This is an optimization exercise on Yosys and OpenROAD, whose aim is small area, not a production implementation. The RTL was checked by simulation tests, not by an equivalence proof against the original design. Power figures rest on the tool's default switching activity, not on a simulated workload.

### design.v
module hlm_mii (
    input  wire        clk,
    input  wire        rst,
    input  wire        acc_we,       
    input  wire [15:0] acc_wdata,
    input  wire        data_we,      
    input  wire [15:0] data_wdata,
    output wire [15:0] acc_rdata,    
    output wire [15:0] data_rdata,   
    output wire        busy,
    output wire        mdc,
    output wire        mdio_o,
    output wire        mdio_oe,
    input  wire        mdio_i
);
    reg  [15:1] acc_q;       
    reg  [15:0] data_q;      
    reg         eng_busy;
    reg  [7:0]  cnt;         
    wire [5:0] slot = cnt[7:2];
    wire       wr   = acc_q[1];
    wire       data_slot = (slot[5:4] == 2'b11);
    wire a_ld   = !rst && acc_we && !eng_busy;
    wire a_hold = !rst && !(acc_we && !eng_busy);
    wire shift  = eng_busy && data_slot && cnt[0] && (cnt[1] == wr);
    wire d_ld    = !rst && data_we;
    wire d_shift = !rst && !data_we && shift;
    wire d_hold  = !rst && !data_we && !shift;
    wire [15:0] d_in = {data_q[14:0], wr ? data_q[15] : mdio_i};
    always @(posedge clk) begin
        acc_q  <= ({15{a_ld}} & acc_wdata[15:1]) | ({15{a_hold}} & acc_q);
        data_q <= ({16{d_ld}} & data_wdata) | ({16{d_shift}} & d_in) |
                  ({16{d_hold}} & data_q);
        cnt      <= (cnt + 8'd1) & {8{eng_busy && !rst}};
        eng_busy <= !rst && (eng_busy ? (cnt != 8'hFF)
                                      : (acc_we && acc_wdata[0]));
    end
    reg hdr_bit;
    always @(*) begin
        case (slot[3:0])
            4'd0:  hdr_bit = 1'b0;
            4'd1:  hdr_bit = 1'b1;
            4'd2:  hdr_bit = !wr;
            4'd3:  hdr_bit = wr;
            4'd4:  hdr_bit = acc_q[15];
            4'd5:  hdr_bit = acc_q[14];
            4'd6:  hdr_bit = acc_q[13];
            4'd7:  hdr_bit = acc_q[12];
            4'd8:  hdr_bit = acc_q[11];
            4'd9:  hdr_bit = acc_q[10];
            4'd10: hdr_bit = acc_q[9];
            4'd11: hdr_bit = acc_q[8];
            4'd12: hdr_bit = acc_q[7];
            4'd13: hdr_bit = acc_q[6];
            4'd14: hdr_bit = 1'b1;
            default: hdr_bit = 1'b0;
        endcase
    end
    assign mdc     = cnt[1];
    assign mdio_o  = !slot[5] | (slot[4] ? (wr & data_q[15]) : hdr_bit);
    assign mdio_oe = eng_busy & (wr | !(data_slot | (slot[5:1] == 5'b10111)));
    assign busy    = eng_busy;
    assign acc_rdata  = {acc_q, eng_busy};
    assign data_rdata = data_q;
endmodule
module hlm_seq (
    input  wire        clk,
    input  wire        rst,
    input  wire        cmd_valid,
    output wire        cmd_ready,
    input  wire [2:0]  cmd_len,
    input  wire [31:0] cmd_w0,
    input  wire [31:0] cmd_w1,
    input  wire [31:0] cmd_w2,
    input  wire [31:0] cmd_w3,
    input  wire [31:0] cmd_w4,
    output reg         rsp_valid,
    output wire [31:0] rsp_status,
    output wire [31:0] rsp_info,
    output wire [31:0] rsp_res,
    output reg         bus_req,
    output wire        bus_we,
    output wire [11:0] bus_addr,
    output wire [31:0] bus_wdata,
    input  wire        bus_ack,
    input  wire [31:0] bus_rdata,
    input  wire        bus_err,
    output wire        acc_we,
    output wire [15:0] acc_wdata,
    output wire        data_we,
    output wire [15:0] data_wdata,
    input  wire [15:0] acc_rdata,
    input  wire [15:0] data_rdata,
    input  wire        mii_busy
);
    reg         st_int;      
    reg         st_mdio;     
    reg  [2:0]  step;        
    reg         wr;          
    reg  [31:0] res_q;       
    reg  [11:0] addr_q;      
    reg         vfail_q;     
    reg         ioerr_q;     
    assign cmd_ready  = !(bus_req | st_int | st_mdio);
    wire [3:0] info   = {4{vfail_q}} & addr_q[3:0];
    assign rsp_status = {29'd0, ioerr_q, 1'b0, vfail_q};
    assign rsp_info   = {28'd0, info[3:1], info[0] | ioerr_q};
    assign rsp_res    = res_q;
    assign bus_we     = wr;
    assign bus_addr   = addr_q;
    assign bus_wdata  = res_q;
    wire [4:0] code  = cmd_w0[4:0];
    wire known  = !(|cmd_w0[31:5]) &&
                  (code[4:1] == 4'b0100 || code[4:2] == 3'b100);
    wire is_reg = !code[4];
    wire is_c45 = code[1];
    wire [2:0] want_len = (is_reg ? 3'd2 : is_c45 ? 3'd4 : 3'd3) + {2'd0, code[0]};
    wire len_ok  = (cmd_len == want_len);
    wire w1_hi   = |cmd_w1[31:12];
    wire w1_ge32 = w1_hi | (|cmd_w1[11:5]);
    wire w2_ge32 = |cmd_w2[31:5];
    wire w3_big  = |cmd_w3[31:16];
    wire w4_big  = |cmd_w4[31:16];
    wire ok1     = known && len_ok;
    wire mdio_ok = ok1 && !is_reg;
    wire f_w0    = !known;
    wire f_len   = known && !len_ok;
    wire f_w1    = ok1 && (is_reg ? w1_hi : w1_ge32);
    wire f_w2    = mdio_ok && !w1_ge32 && w2_ge32;
    wire m_ok2   = mdio_ok && !w1_ge32 && !w2_ge32;
    wire f_w3    = m_ok2 && w3_big && (is_c45 || code[0]);
    wire f_w4    = m_ok2 && is_c45 && code[0] && !w3_big && w4_big;
    wire m_pass  = m_ok2 && !f_w3 && !f_w4;
    wire v_fail  = f_w0 || f_len || f_w1 || f_w2 || f_w3 || f_w4;
    wire [3:0] v_info = f_w0  ? 4'd7 :
                        f_len ? 4'd8 :
                        f_w1  ? (is_reg ? 4'd1 : 4'd2) :
                        f_w2  ? (is_c45 ? 4'd4 : 4'd3) :
                        f_w3  ? (is_c45 ? 4'd5 : 4'd6) :
                        f_w4  ? 4'd6 : 4'd0;
    wire is_mii = (cmd_w1[11:0] == 12'h120) || (cmd_w1[11:0] == 12'h124);
    wire acc      = cmd_valid && cmd_ready;
    wire bus_done = bus_req && bus_ack;
    wire m_idle   = st_mdio && !mii_busy;
    wire s_done   = step[2] && !step[0];
    wire m_done   = m_idle && s_done;
    wire launch   = m_idle && !s_done;
    wire s_w0  = acc && f_w0;
    wire s_len = acc && f_len;
    wire s_w1  = acc && f_w1;
    wire s_w2  = acc && (f_w2 || (ok1 && is_reg && !w1_hi));
    wire s_w3  = acc && (f_w3 || m_pass);
    wire s_w4l = acc && m_pass;
    wire s_w4  = acc && f_w4;
    wire s_bus = bus_done && (bus_err || !wr);
    wire s_d   = !wr && ((st_int && addr_q[2]) || m_done);
    wire s_a   = !wr && st_int && !addr_q[2];
    wire s_hld = !(acc || st_int || bus_done || m_done);
    always @(posedge clk) begin
        res_q <= ({32{s_w0}} & cmd_w0) |
                 ({32{s_len}} & {29'd0, cmd_len}) |
                 ({32{s_w1}} & cmd_w1) |
                 ({32{s_w2}} & cmd_w2) |
                 ({32{s_w3}} & cmd_w3) |
                 ({32{s_w4l}} & {cmd_w4[15:0], 16'd0}) |
                 ({32{s_w4}} & cmd_w4) |
                 ({32{s_bus}} & bus_rdata) |
                 ({32{s_d}} & {16'd0, data_rdata}) |
                 ({32{s_a}} & {16'd0, acc_rdata}) |
                 ({32{s_hld}} & res_q);
    end
    always @(posedge clk) begin
        if (acc)
            addr_q <= {cmd_w1[11:10], is_reg ? cmd_w1[9:5] : cmd_w2[4:0],
                       cmd_w1[4], v_fail ? v_info : cmd_w1[3:0]};
    end
    wire [4:0]  phy   = addr_q[4:0];
    wire [4:0]  regad = addr_q[9:5];
    wire        last  = step[0] && (step[1] || step[2]);
    wire [4:0]  t_reg = step[2] ? regad : (step[0] ? 5'h0E : 5'h0D);
    wire [15:0] t_acc = {phy, t_reg, 4'd0, !last | wr, 1'b1};
    wire int_acc  = st_int && wr && !addr_q[2];
    wire int_data = st_int && wr && addr_q[2];
    wire d_lo  = st_int || (launch && step[0] && !(step[1:0] == 2'd3));
    wire d_hi  = launch && (step[1:0] == 2'd3);
    wire d_dev = launch && !step[0];
    assign acc_we     = int_acc || launch;
    assign data_we    = int_data || launch;
    assign acc_wdata  = ({16{st_int}} & res_q[15:0]) | ({16{launch}} & t_acc);
    assign data_wdata = ({16{d_lo}} & res_q[15:0]) | ({16{d_hi}} & res_q[31:16]) |
                        ({16{d_dev}} & {1'b0, step[1], 9'd0, regad});
    always @(posedge clk) begin
        vfail_q <= acc && v_fail;
        ioerr_q <= bus_done && bus_err;
    end
    always @(posedge clk) begin
        if (rst) begin
            st_int    <= 1'b0;
            st_mdio   <= 1'b0;
            bus_req   <= 1'b0;
            rsp_valid <= 1'b0;
        end else begin
            rsp_valid <= 1'b0;
            if (acc) begin
                wr      <= code[0];
                step    <= is_c45 ? 3'd0 : 3'd5;
                if (v_fail)
                    rsp_valid <= 1'b1;
                else if (!is_reg)
                    st_mdio <= 1'b1;
                else if (is_mii)
                    st_int <= 1'b1;
                else
                    bus_req <= 1'b1;
            end
            if (st_int) begin
                st_int    <= 1'b0;
                rsp_valid <= 1'b1;
            end
            if (bus_done) begin
                bus_req   <= 1'b0;
                rsp_valid <= 1'b1;
            end
            if (m_idle) begin
                if (s_done) begin
                    st_mdio   <= 1'b0;
                    rsp_valid <= 1'b1;
                end else begin
                    step <= step + 3'd1;
                end
            end
        end
    end
endmodule
module hlm_top (
    input  wire        clk,
    input  wire        rst,
    input  wire        cmd_valid,
    output wire        cmd_ready,
    input  wire [2:0]  cmd_len,
    input  wire [31:0] cmd_w0,
    input  wire [31:0] cmd_w1,
    input  wire [31:0] cmd_w2,
    input  wire [31:0] cmd_w3,
    input  wire [31:0] cmd_w4,
    output wire        rsp_valid,
    output wire [31:0] rsp_status,
    output wire [31:0] rsp_info,
    output wire [31:0] rsp_res,
    output wire        bus_req,
    output wire        bus_we,
    output wire [11:0] bus_addr,
    output wire [31:0] bus_wdata,
    input  wire        bus_ack,
    input  wire [31:0] bus_rdata,
    input  wire        bus_err,
    output wire        mdc,
    output wire        mdio_o,
    output wire        mdio_oe,
    input  wire        mdio_i
);
    wire        acc_we, data_we, mii_busy;
    wire [15:0] acc_wdata, data_wdata;
    wire [15:0] acc_rdata, data_rdata;
    hlm_seq u_seq (
        .clk(clk), .rst(rst),
        .cmd_valid(cmd_valid), .cmd_ready(cmd_ready), .cmd_len(cmd_len),
        .cmd_w0(cmd_w0), .cmd_w1(cmd_w1), .cmd_w2(cmd_w2), .cmd_w3(cmd_w3), .cmd_w4(cmd_w4),
        .rsp_valid(rsp_valid), .rsp_status(rsp_status), .rsp_info(rsp_info), .rsp_res(rsp_res),
        .bus_req(bus_req), .bus_we(bus_we), .bus_addr(bus_addr), .bus_wdata(bus_wdata),
        .bus_ack(bus_ack), .bus_rdata(bus_rdata), .bus_err(bus_err),
        .acc_we(acc_we), .acc_wdata(acc_wdata), .data_we(data_we), .data_wdata(data_wdata),
        .acc_rdata(acc_rdata), .data_rdata(data_rdata), .mii_busy(mii_busy)
    );
    hlm_mii u_mii (
        .clk(clk), .rst(rst),
        .acc_we(acc_we), .acc_wdata(acc_wdata), .data_we(data_we), .data_wdata(data_wdata),
        .acc_rdata(acc_rdata), .data_rdata(data_rdata), .busy(mii_busy),
        .mdc(mdc), .mdio_o(mdio_o), .mdio_oe(mdio_oe), .mdio_i(mdio_i)
    );
endmodule
### flow/run.sh
#!/bin/bash
# The standard layout with these changes:
#  - synthesis maps with an area-oriented ABC script (flow/abc_area.script);
#    it is run with six seeds of ABC's deepsyn (SEED in the script) and the
#    smallest netlist is kept; everything else in synthesis is ORFS's and the standard flow's own script, so
#    the registers are the standard synthesis's
#  - port buffers are buf_1 (every port still gets one)
#  - the clock tree uses clkbuf_8 and no dummy loads
#  - constant outputs share the single tie cell synthesis makes
# Each tool's full output goes to a log in this folder (and ORFS's own logs
# under orfs/logs and try*/logs).
set -euo pipefail
HERE=$(pwd)
export BUFFER_PORTS_ARGS="-buffer_cell sky130_fd_sc_hd__buf_1"
export CTS_ARGS="-sink_clustering_enable -repair_clock_nets -buf_list sky130_fd_sc_hd__clkbuf_8 -dont_use_dummy_load"
export SKIP_REPAIR_TIE_FANOUT=1
SEEDS="1 2 3 4 5 6"
for s in $SEEDS; do
  rm -rf "scripts_s$s" "try$s"
  cp -r "$FLOW_HOME/scripts" "scripts_s$s"
  sed "s/SEED/$s/" flow/abc_area.script > "scripts_s$s/abc_speed.script"
  bash standard.sh SCRIPTS_DIR="$HERE/scripts_s$s" WORK_HOME="$HERE/try$s" synth > "synth_try$s.log" 2>&1 &
done
wait
best=""
besta=""
for s in $SEEDS; do
  rpt="try$s/reports/$FLOW_PLATFORM/hlm_top/base/synth_stat.txt"
  [[ -f "try$s/results/$FLOW_PLATFORM/hlm_top/base/1_synth.odb" && -f "$rpt" ]] || continue
  a=$(sed -n "s/.*Chip area for module.*: *\([0-9.]*\).*/\1/p" "$rpt" | tail -n 1)
  echo "seed $s: synthesis area $a" >> synth_choice.log
  if [[ -z "$best" ]] || awk -v a="$a" -v b="$besta" 'BEGIN{exit !(a < b)}'; then
    best=$s
    besta=$a
  fi
done
echo "kept seed $best" >> synth_choice.log
rm -rf orfs
cp -rp "try$best" orfs
bash standard.sh > standard_make.log 2>&1
### flow/abc_area.script
&get -n
&st
&deepsyn -T 50 -S SEED
&dch -f
&nf -p -F 20 -A 20 -C 32 -R 1000 -E 20
&put
### standard.sh
#!/bin/bash
# synth_recipe.tcl (not shown) runs the flow's synth.tcl, then flattens the netlist and writes it again
# the make line also repeats each setting of config.mk as NAME=value (left out here)
make -C /OpenROAD-flow-scripts/flow DESIGN_CONFIG=/design/flow/config.mk WORK_HOME=/design/flow/orfs CLKGATE_MAP_FILE= SYNTH_SCRIPT=/design/flow/synth_recipe.tcl "${@:-finish}"
### config.mk
export PLATFORM = sky130hd
export DESIGN_NAME = hlm_top
export DESIGN_NICKNAME = hlm_top
export VERILOG_FILES = /design/flow/design.v
export SDC_FILE = /design/flow/constraint.sdc
export NUM_CORES = 4
export LEC_CHECK = 0
export CAP_MARGIN = 20
export CORE_MARGIN = 2
export CORE_UTILIZATION = 30
export SLEW_MARGIN = 20
### constraint.sdc
create_clock -name core_clock -period 6.0 [get_ports {clk}]
set_input_delay 1.2000 -clock core_clock [delete_from_list [all_inputs] [get_ports {clk}]]
set_output_delay 1.2000 -clock core_clock [all_outputs]
set_load 0.01 [all_outputs]
==> qor_table.md, run 1 <==
| Metric | This run |
|---|---|
| Run status | complete, no violations |
| Ys Warns | 2 |
| Leakage dissipation | 2.23 nW |
| Total Neg Setup Slack | 0 ps |
| Total of flip-flops plus latches after synthesis | 94 |
| Most used flip-flop cell after synthesis | dfxtp_1 |
| Maximum clock path buffer count | 2 |
| Vias in the first global route | 6133 |
| Number of clock buffers inserted by TritonCTS | 9 |
| Class of the tightest hold or removal check | reg2reg |
| Final period demand of the worst path | 4380 ps |
| Top-level I/O count | 348 |
| Port bufs | 289 |
| Share of final-layout standard cells stronger than drive strength 1 | 0.0359 |
| DP Worst Slack | 1260 ps |
| All-layer global routing usage | 0.280 |
| Area growth from synthesis to final layout | 17.1% |
| Worst-path clk slew | 80 ps |
| Startpoint type of the worst setup path | input port |
| Final number of hold-violating endpoints | 0 |
| Initial antenna violation count | 0 |
| H-tree depth | 3 |
| Cell Pwr Density | 202 nW/um^2 |
| Quantity of gates resized following cts | 0 |
| Area of the core | 18600 sq um |
| Number of setup violations in the final report | 0 |
| Final antenna diode count | 0 |
| Fraction of the yosys area taken by sequential cells | 0.361 |
| Post CTS Setup Buffer Count | 0 |
| Detailed placer's ending HPWL | 23400 microns |
| Unique masters post-synth | 48 |
| Die height | 141 microns |
| First-pass GRT wire length | 40900 microns |
| Buffer type at the clock tree root | clkbuf_8 |
| Unrepaired setup endpoints after global routing | false |
| Transition time at the pin with the least slew margin | 975 ps |
| Setup WS post-layout | 1620 ps |
| Number of nets produced by synthesis | 844 |
| Data required time at the worst endpoint | 6310 ps |
| Post-synthesis cell area | 5650 sq um |
| Row count | 50 |
| Post-synth EDFFs | 16 |
| Latest clock arrival within the worst-skew pair | 390 ps |
| Final weighted congestion in routability-driven placement | 0.983 |
| Nature of the critical path endpoint | register |
| Endpoint arrival time on the critical path | 4690 ps |
| Syn Area/Cell | 8.83 sq um |
| DRC | 0 |
| Initial Util | 0.304 |
| Total global routing overflow | 0 |
| Max stage delay cell, worst path | nor4_1 |
| Remaining antenna violation count | 0 |
| Die ar. | 19900 sq um |
| Die X | 141 microns |
| Hold-fix buffers at CTS | 0 |
| Average wire per cell in the routed design | 26.7 microns |
| Largest net degree at the start of global routing | 59 |
| FFs w/ async S/R, synth | 0 |
| Biggest cell delay along the critical path | 720 ps |
| Number of DRC markers in iteration 0 | 1329 |
| Via density per instance | 6.20 |
| Worst max-slew margin expressed relative to the limit | 0.350 |
| TritonCTS clock tree | yes |
| Post-route clock period utilization | 0.730 |
| Maximum resistive drop on vdd | 0.000101 V |
| Worst-case clock skew | 18.5 ps |
| Gate count after technology mapping | 640 |
| Classification of the worst setup path | in2reg |
| Total of max-cap violations | 0 |
| Critical path cell sequence | buf_1 > nor4_1 > nand4_1 > nor4_1 > o2111ai_1 > nor2b_1 > nand2_1 > nor2_1 > and2_0 > buf_4 > a222oi_1 > nand4_1 |
| Sinks on Clock Net | 94 |
| Iteration count of the initial detailed-routing pass | 14 |
| Total number of vias | 6804 |
| Fin nets | 1069 |
| Achievable Freq | 228 MHz |
| Largest fanout on the critical path | 21 |
| Fill cell count | 1997 |
| Final routed wirelength across all metal layers | 29300 microns |
| Max Slew Vio Count | 0 |
| Power consumption | 0.00134 W |
-- synth_stat cells, drive strengths merged (11+ instances only) --
master / count / area, sq um
nand2: 113 / 424
buf: 92 / 691
dfxtp: 78 / 1560
a222oi: 71 / 711
a221o: 29 / 290
nor4: 29 / 181
nor2: 26 / 97.6
nand4: 19 / 119
a22oi: 17 / 128
nand3: 17 / 85.1
edfxtp: 16 / 480
nor3: 16 / 80.1
clkinv: 14 / 52.6
a21oi: 11 / 55.1
-- flip-flops by register name, summed over array words and instances, names as in the netlist --
register and flops:
u_mii.acc_q 15, u_seq.step 3, u_seq.wr 1, u_seq.res_q 32, u_mii.eng_busy 1, u_mii.cnt 8
u_seq.bus_req 1, u_mii.data_q 16, u_seq.vfail_q 1, u_seq.st_mdio 1, u_seq.st_int 1, u_seq.rsp_valid 1
u_seq.addr_q 12, u_seq.ioerr_q 1
-- cells by family (layout without fill, tap and decap cells) --
family / Yosys count / count (layout) / share of synthesized area
DFF: 94 / 94 / 0.361
adders and majority gates: 3 / 3 / 0.00665
AOI/OAI and AO/OA: 172 / 172 / 0.268
buffers and inverters: 106 / 329 / 0.132
other: 1 / 1 / 0.000664
xor gates and xnor gates: 5 / 5 / 0.00775
muxes: 5 / 5 / 0.00997
and+or+nand+nor: 254 / 254 / 0.214
-- routing by layer --
layer | track usage | up-vias | routed length [microns]
li1 | - | 2959 | -
met1 | 0.387 | 3212 | 11600
met2 | 0.440 | 575 | 13500
met3 | 0.0574 | 58 | 3240
met4 | 0.0826 | 0 | 908
met5 | 0 | - | 0
-- stage by stage --
stage	std cells	util	cell area [sq um]	hold WS [ps]
finish	1097	0.356	6610	484
global route	1097	0.356	6610	503
CTS	1097	0.355	6600	480
detailed placement	1088	0.349	6480	468
global placement	1087	0.348	6470	457
floorplan	640	-	5650	431
-- cell type report --
class                      count  area, sq um  area share
tap                          234          293      0.0443
multi-input combinational    440         2890       0.437
inverter                      14         52.6     0.00795
timing repair buffer         306         1210       0.183
clock buffer                   9          124      0.0187
sequential                    94         2040       0.309
-- worst max-delay path, delay by kind of cell --
kind	cells	cell delay [ps]
AOI/OAI and AO/OA	2	490
and+or+nand+nor	8	2520
buffers and inverters	2	470
-- path summary, 6_finish.rpt --
kind | from | slack [ps] | depth (start not counted) | to
max | cmd_w0[17] | 1620 | 12 | u_seq.res_q[20]$_DFF_P_
min | u_mii.data_q[6]$_DFF_P_ | 480 | 2 | u_mii.data_q[7]$_DFF_P_
max reg2reg | u_seq.st_int$_SDFF_PP0_ | 2410 | 9 | u_seq.res_q[24]$_DFF_P_
min reg2reg | u_mii.data_q[6]$_DFF_P_ | 480 | 2 | u_mii.data_q[7]$_DFF_P_
-- cell usage in the layout (no fill, tap or decap), types with 3 or more instances in the layout --
cell	n
buf_1	289
nand2_1	113
dfxtp_1	78
a222oi_1	71
nor4_1	29
a221o_1	29
nor2_1	23
nand4_1	19
nand3_1	17
a22oi_1	17
buf_4	17
edfxtp_1	16
nor3_1	15
clkinv_1	14
a21oi_1	11
clkbuf_8	9
and2_0	8
o21ai_0	8
and3_1	6
nor2b_1	6
nand2b_1	5
a31oi_1	5
mux2_1	5
a221oi_1	4
a22o_1	4
o22ai_1	3
nor2_2	3
xor2_1	3
or3_1	3
a2111oi_0	3
ha_1	3
-- report_power, final --
part,switching [W],internal [W]
combinational,0.000172,0.0000887
sequential,0.0000563,0.000669
clock,0.000218,0.000135
==> run 2: changes to the inputs <==
--- a/design.v
+++ b/design.v
@@ -97,5 +97,4 @@
     reg         st_mdio;     
     reg  [2:0]  step;        
-    reg         wr;          
     reg  [31:0] res_q;       
     reg  [11:0] addr_q;      
@@ -107,5 +106,7 @@
     assign rsp_info   = {28'd0, info[3:1], info[0] | ioerr_q};
     assign rsp_res    = res_q;
-    assign bus_we     = wr;
+    wire   r_wr       = step[0];         
+    wire   m_wr       = addr_q[10];      
+    assign bus_we     = r_wr;
     assign bus_addr   = addr_q;
     assign bus_wdata  = res_q;
@@ -153,7 +154,7 @@
     wire s_w4l = acc && m_pass;
     wire s_w4  = acc && f_w4;
-    wire s_bus = bus_done && (bus_err || !wr);
-    wire s_d   = !wr && ((st_int && addr_q[2]) || m_done);
-    wire s_a   = !wr && st_int && !addr_q[2];
+    wire s_bus = bus_done && (bus_err || !r_wr);
+    wire s_d   = (!r_wr && st_int && addr_q[2]) || (!m_wr && m_done);
+    wire s_a   = !r_wr && st_int && !addr_q[2];
     wire s_hld = !(acc || st_int || bus_done || m_done);
     always @(posedge clk) begin
@@ -172,5 +173,6 @@
     always @(posedge clk) begin
         if (acc)
-            addr_q <= {cmd_w1[11:10], is_reg ? cmd_w1[9:5] : cmd_w2[4:0],
+            addr_q <= {cmd_w1[11], is_reg ? cmd_w1[10] : code[0],
+                       is_reg ? cmd_w1[9:5] : cmd_w2[4:0],
                        cmd_w1[4], v_fail ? v_info : cmd_w1[3:0]};
     end
@@ -179,7 +181,7 @@
     wire        last  = step[0] && (step[1] || step[2]);
     wire [4:0]  t_reg = step[2] ? regad : (step[0] ? 5'h0E : 5'h0D);
-    wire [15:0] t_acc = {phy, t_reg, 4'd0, !last | wr, 1'b1};
-    wire int_acc  = st_int && wr && !addr_q[2];
-    wire int_data = st_int && wr && addr_q[2];
+    wire [15:0] t_acc = {phy, t_reg, 4'd0, !last | m_wr, 1'b1};
+    wire int_acc  = st_int && r_wr && !addr_q[2];
+    wire int_data = st_int && r_wr && addr_q[2];
     wire d_lo  = st_int || (launch && step[0] && !(step[1:0] == 2'd3));
     wire d_hi  = launch && (step[1:0] == 2'd3);
@@ -203,6 +205,5 @@
             rsp_valid <= 1'b0;
             if (acc) begin
-                wr      <= code[0];
-                step    <= is_c45 ? 3'd0 : 3'd5;
+                step    <= is_reg ? {2'd0, code[0]} : is_c45 ? 3'd0 : 3'd5;
                 if (v_fail)
                     rsp_valid <= 1'b1;
--- a/flow/run.sh
+++ b/flow/run.sh
@@ -2,5 +2,5 @@
 # The standard layout with these changes:
 #  - synthesis maps with an area-oriented ABC script (flow/abc_area.script);
-#    it is run with six seeds of ABC's deepsyn (SEED in the script) and the
+#    it is run with eight seeds of ABC's deepsyn (SEED in the script) and the
 #    smallest netlist is kept; everything else in synthesis is ORFS's and the standard flow's own script, so
 #    the registers are the standard synthesis's
@@ -15,5 +15,5 @@
 export CTS_ARGS="-sink_clustering_enable -repair_clock_nets -buf_list sky130_fd_sc_hd__clkbuf_8 -dont_use_dummy_load"
 export SKIP_REPAIR_TIE_FANOUT=1
-SEEDS="1 2 3 4 5 6"
+SEEDS="1 2 3 4 5 6 7 8"
 for s in $SEEDS; do
   rm -rf "scripts_s$s" "try$s"
==> run 2 against run 1 <==
Final cell count grew 2.2%. Worst hold slack got worse by 18 ps. Register-to-register slack gained 120 ps. Critical path type unchanged. Highest routed layer is now met5.
==> qor_table.md, run 2 <==
| Metric | This run |
|---|---|
| Leakage dissipation | 2.26 nW |
| Share of final-layout standard cells stronger than drive strength 1 | 0.0350 |
| Average wire per cell in the routed design | 25.9 microns |
| Number of DRC markers in iteration 0 | 1179 |
| Startpoint type of the worst setup path | input port |
| Remaining antenna violation count | 0 |
| Leading registers by flop count | u_seq.res_q x32, u_mii.data_q x16, u_mii.acc_q x15 |
| Worst max-slew margin expressed relative to the limit | 0.324 |
| Fin cells | 1121 |
| Total global routing overflow | 0 |
| Row count | 50 |
| Initial antenna violation count | 1 |
| Final weighted congestion in routability-driven placement | 0.976 |
| Syn Area/Cell | 8.58 sq um |
| All-layer global routing usage | 0.277 |
| Area growth from synthesis to final layout | 16.6% |
| Iteration count of the initial detailed-routing pass | 10 |
| Area share of fa/ha/maj cells after synthesis | 0.00656 |
| Count leader, synth | nand2_1 |
| Portion of netlist area occupied by mux cells | 0.0118 |
| Via density per instance | 6.16 |
| Total of flip-flops plus latches after synthesis | 93 |
| Dominant combinational cell family by area after synthesis | compound AO/OA/AOI/OAI gates |
| TritonCTS clock tree | yes |
| Endpoint arrival time on the critical path | 4590 ps |
| Top library cells by usage in the layout, fill and taps aside | buf_1 (289), nand2_1 (109), dfxtp_1 (78), a222oi_1 (53), a221o_1 (35) |
| H-tree depth | 3 |
| Max FFs per register | 32 |
| Port bufs | 289 |
| Critical path cell sequence | buf_1 > nor4_1 > nand4_1 > nor3_1 > nand2_1 > nor2_1 > nand3_1 > nor2_1 > o21ai_1 > buf_4 > o21a_1 > o21ai_0 > nor3_1 > nand2_1 > o221ai_1 |
| Max Slew Vio Count | 0 |
| Most frequent cells after synthesis | nand2_1 (109), buf_4 (93), dfxtp_1 (78) |
| Sum of buffers and inverters on the critical path | 2 |
| Quantity of gates resized following cts | 0 |
| Fraction of the yosys area taken by sequential cells | 0.352 |
| Fin nets | 1092 |
| Buffer type at the clock tree root | clkbuf_8 |
| Final period demand of the worst path | 4500 ps |
| Fraction of the mapped netlist area in compound gates | 0.289 |
| Total of max-cap violations | 0 |
| Hold-fix buffers at CTS | 0 |
| Classification of the worst setup path | in2reg |
| DRC | 0 |
| Post-route clock period utilization | 0.750 |
| Transition time at the pin with the least slew margin | 1010 ps |
| Maximum resistive drop on vdd | 0.0000914 V |
| Leading area contributor after synthesis | dfxtp_1 |
| Vias in the first global route | 6390 |
| Largest fanout on the critical path | 17 |
| Simple logic cell fraction of the synthesized area | 0.199 |
| Biggest cell delay along the critical path | 750 ps |
| Die height | 142 microns |
| Number of nets produced by synthesis | 871 |
| Xor and xnor area share after synthesis | 0.00612 |
| Data required time at the worst endpoint | 6090 ps |
| Post CTS Setup Buffer Count | 0 |
| Most used flip-flop cell after synthesis | dfxtp_1 |
| Initial Util | 0.306 |
| Number of setup violations in the final report | 0 |
| Number of cells in the design after placement | 1111 |
| Ranking of synthesized cells by area | dfxtp_1 (27%), buf_4 (12%), a222oi_1 (9.3%) |
| FFs w/ async S/R, synth | 0 |
| Nature of the critical path endpoint | register |
| Die X | 142 microns |
| Maximum clock path buffer count | 2 |
| Run status | complete, no violations |
| Largest net degree at the start of global routing | 59 |
| Worst-path clk slew | 90 ps |
| Unrepaired setup endpoints after global routing | false |
| Unique masters post-synth | 46 |
| Cell type group with the largest total delay on the critical path | simple AND/OR/NAND/NOR gates |
| Share of the synthesized area in the top cell type | 0.273 |
| Max stage delay cell, worst path | nor4_1 |
| Gate count after technology mapping | 667 |
| Area of the core | 18700 sq um |
| Worst-case hold slack | 466 ps |
| Detailed placer's ending HPWL | 23300 microns |
| Total number of vias | 6907 |
| Top-level I/O count | 348 |
| Most common cell after layout, fill and taps aside | buf_1 |
| Final routed wirelength across all metal layers | 29000 microns |
| Number of clock buffers inserted by TritonCTS | 9 |
| Cell Pwr Density | 213 nW/um^2 |
| Post-synth EDFFs | 15 |
| Die ar. | 20200 sq um |
| Ys Warns | 2 |
| Class of the tightest hold or removal check | reg2reg |
| Power consumption | 0.00142 W |
| Achievable Freq | 222 MHz |
| Reg with most FFs | u_seq.res_q |
| Final number of hold-violating endpoints | 0 |
| Sinks on Clock Net | 93 |
| Total Neg Setup Slack | 0 ps |
| First-pass GRT wire length | 41500 microns |
| Latest clock arrival within the worst-skew pair | 380 ps |
| Post-synthesis cell area | 5720 sq um |
| Worst-case clock skew | 26.2 ps |
==> run 2: cell types whose count changed after synthesis, sizes merged, moves of 3 or more <==
cell	before	now
o21ai	8	32
a222oi	71	53
a21oi	11	27
nand4	19	4
a221oi	4	17
a221o	29	35
clkinv	14	20
a22oi	17	12
nand3	17	22
nand2	113	109
nor3b	2	6
nand2b	5	2
==> run 2: worst paths after layout <==
kind | slack [ps] | end | cells past startpoint | start
max | 1500 | u_seq.addr_q[1]$_DFFE_PP_ | 15 | cmd_w0[18]
min | 470 | u_mii.data_q[10]$_DFF_P_ | 2 | u_mii.data_q[10]$_DFF_P_
max reg2reg | 2530 | u_seq.res_q[1]$_DFF_P_ | 9 | u_seq.step[2]$_DFFE_PN_
min reg2reg | 470 | u_mii.data_q[10]$_DFF_P_ | 2 | u_mii.data_q[10]$_DFF_P_
==> run 2: worst register-to-register path: cells and delay by family, from the launching register on <==
family	cells	cell delay, ps
AO/OA/AOI/OAI	4	1250
flip-flops	1	520
buffers and inverters	2	530
AND/OR/NAND/NOR	3	1050
==> run 2: cells by family after synthesis <==
group                      count (synthesis)
and+or+nand+nor                          241
AOI/OAI and AO/OA                        206
buffers and inverters                    113
DFF                                       93
muxes                                      6
xor gates and xnor gates                   4
adders and majority gates                  3
other                                      1
==> run 2: power by group <==
group	internal, W	total (W)	switching, W
clock network	0.000135	0.000346	0.000211
logic	0.000119	0.000322	0.000202
registers	0.000674	0.000751	0.0000771
==> run 2: final cells by class <==
type | instances | area [sq um]
diodes | 1 | 2.50
clock buffers | 9 | 124
fillers | 2056 | 12000
inverters | 20 | 75.1
multi-input cells | 461 | 2970
flip-flops and latches | 93 | 2010
well taps | 234 | 293
repair buffers | 303 | 1190
==> run 2: per-stage QoR <==
| stage | utilization | area [sq um] | setup slack (ps) |
|---|---|---|---|
| 5_1_grt | 0.356 | 6670 | 1080 |
| 4_1_cts | 0.356 | 6650 | 1620 |
| 6_report | 0.356 | 6670 | 1500 |
| 3_3_place_gp | 0.349 | 6530 | 1240 |
| 2_1_floorplan | - | 5720 | 911 |
| 3_5_place_dp | 0.349 | 6530 | 1220 |
==> run 2: layer usage <==
layer,up-vias,share of wire,global-route usage
met5,-,0.00045,0
met2,559,0.47,0.451
met3,74,0.11,0.0643
met4,2,0.034,0.0932
li1,3014,-,-
met1,3258,0.38,0.361

[afterwards: timing with drivers on the ports]
In the flow no input, the clock included, has a driving cell. The finished layouts below were timed again as built, in two steps.
Step 1 (the two cells are an assumption about what drives the block):
set clk [get_ports {clk}]
set_driving_cell -lib_cell sky130_fd_sc_hd__clkbuf_16 $clk
set_driving_cell -lib_cell sky130_fd_sc_hd__buf_2 [delete_from_list [all_inputs] $clk]
Step 2 moves the port delays by t, midway between the first and last clock arrival at a register: inputs arrive t later, outputs are due t later. That takes back most of the time a late clock gives input paths.
Three values: ideal ports, drivers, drivers and shift; two values: the first two.
| run | shift t [ns] | setup slack, ns | worst setup path at the end | clock arrival spread, ns | worst data-port slew with drivers (ns) |
|---|---|---|---|---|---|
| run 1 | 0.427 | 1.622 / 1.649 / 1.221 | input to register | 0.025 / 0.025 | 0.07 |
| run 2 | 0.404 | 1.499 / 1.512 / 1.108 | input to register | 0.027 / 0.027 | 0.08 |
After both steps setup and hold are still met in every run listed. The setup slack of run 1, which loses most, moves by +0.027 ns with the drivers and by -0.401 ns with both steps.
